What follows belongs to an exercise in optimizing a design on an open flow for small area, a short achievable clock period and few clock cycles; a production flow would make more cautious choices. In this exercise RTL edits were held to simulation tests only and were not proved equivalent to the original. Power is estimated from default activity; no workload was simulated.

[flow/design.v]
module hspap (
    input  wire        clk,
    input  wire        rst,           
    input  wire [31:0] cfg_ps,        
    input  wire [31:0] cfg_ppc,       
    input  wire [31:0] cfg_win,       
    input  wire [31:0] cfg_wout,      
    input  wire [31:0] cfg_rate,      
    input  wire        cmd_valid,
    input  wire [31:0] cmd_code,      
    output wire [7:0]  status,
    output wire [12:0] loop_width,
    output wire        rm_we,
    output wire        rm_bank,       
    output wire [13:0] rm_addr,       
    output wire [31:0] rm_wdata
);
    localparam ST_IDLE  = 2'd0;
    localparam ST_BUSY  = 2'd1;
    localparam ST_DONE  = 2'd2;
    localparam ST_ERROR = 2'd3;
    localparam SQ_STEP  = 2'd0;
    localparam SQ_EMIT  = 2'd1;
    localparam SQ_FLUSH = 2'd2;
    wire ppc_ok  = (cfg_ppc == 32'd1) || (cfg_ppc == 32'd2) ||
                   (cfg_ppc == 32'd4) || (cfg_ppc == 32'd8);
    wire [31:0] wmax = (cfg_win > cfg_wout) ? cfg_win : cfg_wout;
    reg  [1:0]  ppc_log2;
    always @(*) begin
        case (cfg_ppc[3:0])
            4'd2:    ppc_log2 = 2'd1;
            4'd4:    ppc_log2 = 2'd2;
            4'd8:    ppc_log2 = 2'd3;
            default: ppc_log2 = 2'd0;
        endcase
    end
    wire [32:0] lw_full = ({1'b0, wmax} + {1'b0, cfg_ppc} - 33'd1) >> ppc_log2;
    reg  [34:0] nregs_full;
    always @(*) begin
        case (ppc_log2)
            2'd0:    nregs_full = ({2'b0, lw_full} + 35'd1) >> 1;
            2'd1:    nregs_full = {2'b0, lw_full};
            2'd2:    nregs_full = {1'b0, lw_full, 1'b0};
            default: nregs_full = {1'b0, lw_full, 1'b0} + {2'b0, lw_full};
        endcase
    end
    reg [3:0] chk_code;
    always @(*) begin
        if (cmd_code != 32'd1 && cmd_code != 32'd2)   chk_code = 4'd6;
        else if (!ppc_ok)                             chk_code = 4'd1;
        else if (cfg_ps < 32'd1 || cfg_ps > 32'd16)   chk_code = 4'd2;
        else if (cfg_win == 32'd0 || cfg_wout == 32'd0) chk_code = 4'd3;
        else if (cfg_rate == 32'd0)                   chk_code = 4'd4;
        else if (nregs_full > 35'd3840)               chk_code = 4'd5;
        else                                          chk_code = 4'd0;
    end
    reg [1:0]  state;
    reg [3:0]  errcode;
    reg [12:0] lw;
    reg        bank;
    reg [1:0]  seq;
    reg [4:0]  ps;
    reg [3:0]  ppc;
    reg [31:0] wout;
    reg [31:0] rate;
    reg [31:0] off;
    reg [3:0]  tap;
    reg [31:0] outc;
    reg [12:0] x;
    reg [2:0]  s;
    reg [1:0]  widx;        
    reg [63:0] lo;
    reg [63:0] hi;
    reg [15:0] last;
    reg [11:0] r;           
    wire [31:0] phase_mask = (32'd1 << ps) - 32'd1;
    wire [31:0] phase      = (off >> (5'd16 - ps)) & phase_mask;
    wire        do_tap     = (off[31:16] != 16'd0);
    wire        do_emit    = !do_tap && (outc < wout);
    wire [31:0] off_nxt  = do_tap ? (off - 32'h0001_0000) :
                           do_emit ? (off + rate) : off;
    wire [3:0]  tap_nxt  = do_tap ? (tap + 4'd1) : tap;
    wire [31:0] outc_nxt = do_emit ? (outc + 32'd1) : outc;
    reg  [3:0]  ent_w;      
    always @(*) begin
        case (ppc)
            4'd4:    ent_w = 4'd10;
            4'd8:    ent_w = 4'd11;
            default: ent_w = 4'd9;
        endcase
    end
    wire [3:0]  tapfield = tap_nxt & (ppc - 4'd1);
    wire [63:0] entry = {32'd0, phase}
                      | ({60'd0, tapfield} << 6)
                      | ({63'd0, do_emit} << (ent_w - 4'd1));
    wire        to_hi     = (ppc == 4'd8) && (s >= 3'd4);
    wire [6:0]  lo_shift  = s * ent_w;
    wire [6:0]  hi_shift  = s[1:0] * 4'd11;
    wire        last_sub  = ({1'b0, s} == ppc - 4'd1);
    wire        last_clk  = (x == lw - 13'd1);
    wire [95:0] g = {8'd0, hi[43:0], lo[43:0]};
    reg  [1:0]  nwords;
    reg  [31:0] emit_word;
    always @(*) begin
        case (ppc)
            4'd1: begin nwords = 2'd1; emit_word = {lo[15:0], last}; end
            4'd2: begin nwords = 2'd1; emit_word = lo[31:0]; end
            4'd4: begin
                nwords    = 2'd2;
                emit_word = widx[0] ? lo[63:32] : lo[31:0];
            end
            default: begin
                nwords = 2'd3;
                case (widx)
                    2'd0:    emit_word = g[31:0];
                    2'd1:    emit_word = g[63:32];
                    default: emit_word = g[95:64];
                endcase
            end
        endcase
    end
    wire emit_now  = (ppc != 4'd1) || x[0];
    wire last_word = (widx == nwords - 2'd1);
    wire flush_now = (ppc == 4'd1) && lw[0];
    assign rm_we    = (state == ST_BUSY) &&
                      (((seq == SQ_EMIT) && emit_now) || ((seq == SQ_FLUSH) && flush_now));
    assign rm_bank  = bank;
    assign rm_addr  = {r, 2'b00};
    assign rm_wdata = (seq == SQ_FLUSH) ? {16'd0, last} : emit_word;
    assign status     = {errcode, 2'b00, state};
    assign loop_width = lw;
    always @(posedge clk) begin
        if (rst) begin
            state   <= ST_IDLE;
            errcode <= 4'd0;
            lw      <= 13'd0;
            bank    <= 1'b0;
            seq     <= SQ_STEP;
        end else if (state != ST_BUSY) begin
            if (cmd_valid) begin
                if (chk_code != 4'd0) begin
                    state   <= ST_ERROR;
                    errcode <= chk_code;
                end else begin
                    state   <= ST_BUSY;
                    errcode <= 4'd0;
                    lw      <= lw_full[12:0];
                    bank    <= (cmd_code == 32'd2);
                    seq     <= SQ_STEP;
                    ps      <= cfg_ps[4:0];
                    ppc     <= cfg_ppc[3:0];
                    wout    <= cfg_wout;
                    rate    <= cfg_rate;
                    off     <= 32'd0;
                    tap     <= 4'd0;
                    outc    <= 32'd0;
                    x       <= 13'd0;
                    s       <= 3'd0;
                    widx    <= 2'd0;
                    lo      <= 64'd0;
                    hi      <= 64'd0;
                    last    <= 16'd0;
                    r       <= 12'd0;
                end
            end
        end else begin
            case (seq)
                SQ_STEP: begin
                    off  <= off_nxt;
                    outc <= outc_nxt;
                    if (to_hi) hi <= hi | (entry << hi_shift);
                    else       lo <= lo | (entry << lo_shift);
                    if (last_sub) begin
                        tap  <= tap_nxt & (ppc - 4'd1);
                        s    <= 3'd0;
                        widx <= 2'd0;
                        seq  <= SQ_EMIT;
                    end else begin
                        tap  <= tap_nxt;
                        s    <= s + 3'd1;
                    end
                end
                SQ_EMIT: begin
                    if (rm_we) r <= r + 12'd1;
                    if (ppc == 4'd1 || last_word) begin
                        if (ppc == 4'd1) last <= lo[15:0];
                        lo <= 64'd0;
                        hi <= 64'd0;
                        x  <= x + 13'd1;
                        seq <= last_clk ? SQ_FLUSH : SQ_STEP;
                    end else begin
                        widx <= widx + 2'd1;
                    end
                end
                default: begin   
                    state <= ST_DONE;
                    seq   <= SQ_STEP;
                end
            endcase
        end
    end
endmodule
[flow/run.sh]
#!/bin/bash
# synth_recipe.tcl (not shown) runs the flow's synth.tcl, then flattens the netlist and writes it again
# the make line also repeats each setting of config.mk as NAME=value (left out here)
make -C /OpenROAD-flow-scripts/flow DESIGN_CONFIG=/design/flow/config.mk WORK_HOME=/design/flow/orfs CLKGATE_MAP_FILE= SYNTH_SCRIPT=/design/flow/synth_recipe.tcl finish
[flow/config.mk]
export PLATFORM = sky130hd
export DESIGN_NAME = hspap
export DESIGN_NICKNAME = hspap
export VERILOG_FILES = /design/flow/design.v
export SDC_FILE = /design/flow/constraint.sdc
export NUM_CORES = 4
export LEC_CHECK = 0
export CAP_MARGIN = 20
export CORE_MARGIN = 2
export CORE_UTILIZATION = 40
export PLACE_DENSITY = 0.6
export SLEW_MARGIN = 20
[flow/constraint.sdc]
create_clock -name core_clock -period 13.0 [get_ports {clk}]
set_input_delay 2.6000 -clock core_clock [delete_from_list [all_inputs] [get_ports {clk}]]
set_output_delay 2.6000 -clock core_clock [all_outputs]
set_load 0.01 [all_outputs]
==> run notes <==
[report_power, final]
group | leakage (nW) | switching, W | total (W) | internal (W)
clock | 0.678 | 0.000466 | 0.00121 | 0.000747
sequential | 2.90 | 0.0000247 | 0.00116 | 0.00113
combinational | 11.2 | 0.00141 | 0.00232 | 0.000905
total | 14.8 | 0.00190 | 0.00469 | 0.00279
[cells in the final DEF, fill, tap and decap left out, types with 39 or more instances in the layout]
master / netlist / layout
a211oi_1: 100 / 95
a21o_1: 52 / 52
a21oi_1: 335 / 331
a221oi_1: 48 / 47
a31oi_1: 58 / 57
and2_1: 60 / 60
and3_1: 42 / 42
buf_4: 9 / 104
clkbuf_16: 0 / 39
clkdlybuf4s50_1: 0 / 257
edfxtp_1: 295 / 295
ha_1: 214 / 213
inv_1: 248 / 248
mux2_2: 47 / 47
mux2i_1: 125 / 125
nand2_1: 384 / 383
nand3_1: 113 / 113
nand4_1: 52 / 52
nor2_1: 427 / 423
nor3_1: 119 / 117
nor4_1: 73 / 72
o21ai_0: 212 / 210
xnor2_1: 96 / 91
xor2_1: 75 / 72
[per-stage QoR]
step	setup TNS [ps]	power (W)
2_1_floorplan	0	0.002727
3_3_place_gp	-3977	0.003394
3_5_place_dp	-12790	0.003400
4_1_cts	0	0.004619
5_1_grt	-479.6	0.004950
6_report	0	0.004686
[metal layers]
metal | part of all wire (%) | vias up
met5 | 0 | -
met2 | 46 | 1433
met1 | 43 | 16050
met4 | 3.7 | 0
met3 | 7.8 | 253
li1 | - | 15770
[final cells by class]
cell class	instances	area [um^2]	area share, %
Inverter	258	968.4	2.487
Clock inverter	28	387.9	0.9963
Clock buffer	42	987.2	2.536
Sequential cell	316	9279	23.83
Multi-Input combinational cell	3302	22360	57.42
Timing Repair Buffer	375	3610	9.272
Antenna cell	2	5.005	0.01286
Tap cell	1070	1339	3.439
[flip-flops by register name, summed over array words and instances (netlist names)]
signal / flops
lw: 13
widx: 2
hi: 44
rate: 32
r: 12
tap: 4
seq: 2
last: 16
x: 13
ppc: 4
ps: 5
bank: 1
wout: 32
outc: 32
off: 32
state: 2
s: 3
errcode: 3
lo: 64
[worst reg2reg max path: stages, from the launching register on]
cell and delay [ps]:
edfxtp_1 320, buf_4 380, clkinv_1 590, ha_1 590, or2_2 450, nor4_1 380, o21ba_2 230, nand2_1 120
a21oi_1 360, nand2_1 240, nor3_1 460, a21oi_1 80, nor4_1 790, a21oi_1 230, mux2i_1 350, mux2i_1 170
o32a_1 240, and2_1 170, a221oi_1 490, o31a_1 190
[kinds of logic (layout without fill, tap and decap cells)]
group                    Yosys count  count (layout)  share of synthesized area [%]
adder cells (fa/ha/maj)          219             219                          8.308
multiplexers                     192             192                          6.697
XOR/XNOR                         172             172                          4.545
AO/OA/AOI/OAI                   1227            1227                          25.02
buffers and inverters            508             703                          6.009
AND/OR/NAND/NOR                 1487            1487                          21.56
flip-flops                       316             316                          27.85
other                              1               7                        0.01126
[what timing repair did]
action,in CTS,in global routing
setup buffers,0,2
resized for setup,0,20
setup endpoints to repair,0,307
[worst max path at each step]
stage / from / endpoint / slack [ps] / cells past startpoint
final: cfg_wout[1] / ppc[3] / 570 / 43
after global routing: cfg_wout[1] / ppc[2] / -20 / 47
after CTS: cfg_wout[1] / outc[16] / 400 / 45
after detailed placement: cfg_wout[1] / outc[3] / -100 / 45
after global placement: cfg_wout[1] / outc[1] / -60 / 45
after floorplan: cfg_wout[1] / ppc[0] / 40 / 47
==> summary.txt <==
Global route
  – Met1 usage: roughly two fifths
  – Gr ovfl total: 0
  – Vias in the first global route: between 30k and 40k
  – GR peak layer: met2
  – All-Layer GR Usage: roughly 28%
  – Antenna violations before repair: 0
  – Grt met2 use: between 40 and 50%
  – M3 GR Usage: 4.469%
  – First-pass GRT wire length: about 190 mm
  – Largest net degree at the start of global routing: between 70 and 80

Timing
  – Final worst slack: 566.3 ps
  – Count of final hold-check violations: 0
  – Final hold slack: about 460 ps
  – FMAX: around 80 MHz
  – Setup violators final: 0
  – Max Slew Vio Count: 0
  – Worst Max-Slew Pin Slew: between 1000 and 1500 ps
  – Worst Skew: roughly 45 ps
  – Min cycle time layout: around 12,000 ps
  – Worst slew margin: a little under a quarter
  – Final worst-path cycle share: about 96%

Floorplan
  – Core footprint: roughly 80,000 um^2
  – # rows: ~110
  – Initial core utilization: between 40 and 50%
  – Die Span Y: approximately 300 um
  – I/O pin cnt: 264
  – Die area: 85,610 um^2
  – Die width: between 200 and 300 um

Job
  – Max-Cap Viols: 0

Clock network
  – CTS tree: done
  – Worst-path clk slew: ~60 ps
  – Clock sink total: ~320
  – CTS Buffer Depth: 3
  – Clock latency on the worst-skew pair: slightly below 600 ps
  – Total CTS buffers: 39
  – H-tree depth: 2
  – CTS Hold Bufs: 0
  – Root buffer cell: clkbuf_16

Placement
  – Post-DP HPWL: roughly 96 mm
  – Placed cell count: 5,319
  – Routability cong.: 1.004
  – I/O Buffers: around 260
  – Placed Area: roughly 37,000 um^2
  – Dpl ws: -102.8 ps

Power and ir drop
  – PwrDens: 120.4 nW/um^2
  – Worst vdd ir: approximately 0.12 mV
  – Pleak: between 10 and 15 nW

Setup path
  – Critical path's top delay family: compound AO/OA/AOI/OAI gates
  – RR Endpoint: lo[37]
  – Buffers & Inverters on Critical Path: 6
  – R2R depth: 19
  – CP Max Fanout: 34
  – Crit Path Category: input port to flop
  – CP startpoint kind: input port
  – WP data required: 13,230 ps
  – Slowest CP cell: a222oi_1
  – Crit-path max cell delay: 700 ps
  – CP arrival: ~13,000 ps
  – Worst R2R Start: ps[0]
  – Most used cell, CP: ha_1
  – Flop2flop setup slack: 6060 ps
  – Critical Path End Type: flop

Synth
  – EDFF count, synth: ~300
  – Register area share after synthesis: 27.85%
  – Top cell type's share of synthesized area: roughly a quarter
  – Area leader, netlist: edfxtp_1
  – Post-synth ARST share: 0%
  – Yosys warns: 1
  – Main area contributors after synthesis: edfxtp_1 27%, ha_1 8.0%, a21oi_1 5.0%
  – Netlist cell types: ~120
  – Post-synth top cells: 427 x nor2_1, 384 x nand2_1, 335 x a21oi_1
  – Synthesized flop and latch total: approximately 320
  – Post-Syn Area: roughly 33,000 um^2
  – Most frequent cell after synthesis: nor2_1
  – Syn_area_per_cell: 8.082 um^2
  – Predominant post-synthesis flop cell: edfxtp_1
  – Cells after synthesis: 4,122

Final layout
  – Final design utilization: 47.34%
  – Fin nets: between 4k and 5k
  – Area Overhead vs Synth: 16.87%
  – Share of cells above drive strength 1: 8.331%
  – # fillers: 8,109
  – Post-layout instance area: 38,930 um^2
  – Non-filler cells, final: approximately 5.4k

Routing
  – Drt wl/cell: about 23 um
  – DRT iter0 DRCs: between 3k and 4k
  – Remaining DRCs: 0
  – WL final: 125.0 mm
  – Vias per cell: approximately 6.2
  – Antenna violation net count after detailed routing: 0
  – First drt pass iteration count: 6
  – Total number of vias: 33.51k

Min path
  – Worst hold path type: flop to flop
  – Hold path start: bank
  – Worst hold path stage count: 2
  – Hold Path End: bank

Status
  – Status: complete, no violations
Testbench counts, summed over its fixed seeds: cycles 53,193.

afterwards: timing with drivers on the ports:
Ports are ideal in the flow. The routed layout listed here was re-timed in OpenROAD. Step 1 sets driving cells, clkbuf_16 on the clock port and buf_2 on the other inputs (assumed; they add their load-dependent delay and slew). Step 2 times the ports against the registers' clock, not the clock port: input delays grow and output delays shrink by t, the midpoint of the rising clock arrivals with the driver on. Slacks: ideal ports / drivers / drivers and shift; pairs: ideal ports / drivers.
t (ns): 0.621
setup WS [ns]: 0.566 / 0.596 / -0.024
worst hold slack (ns): 0.456 / 0.456 / 0.456
Met with ideal ports but missed after step 2: setup timing in this run. For this run, drivers alone change the setup slack by +0.030 ns; drivers and shift together by -0.590 ns.
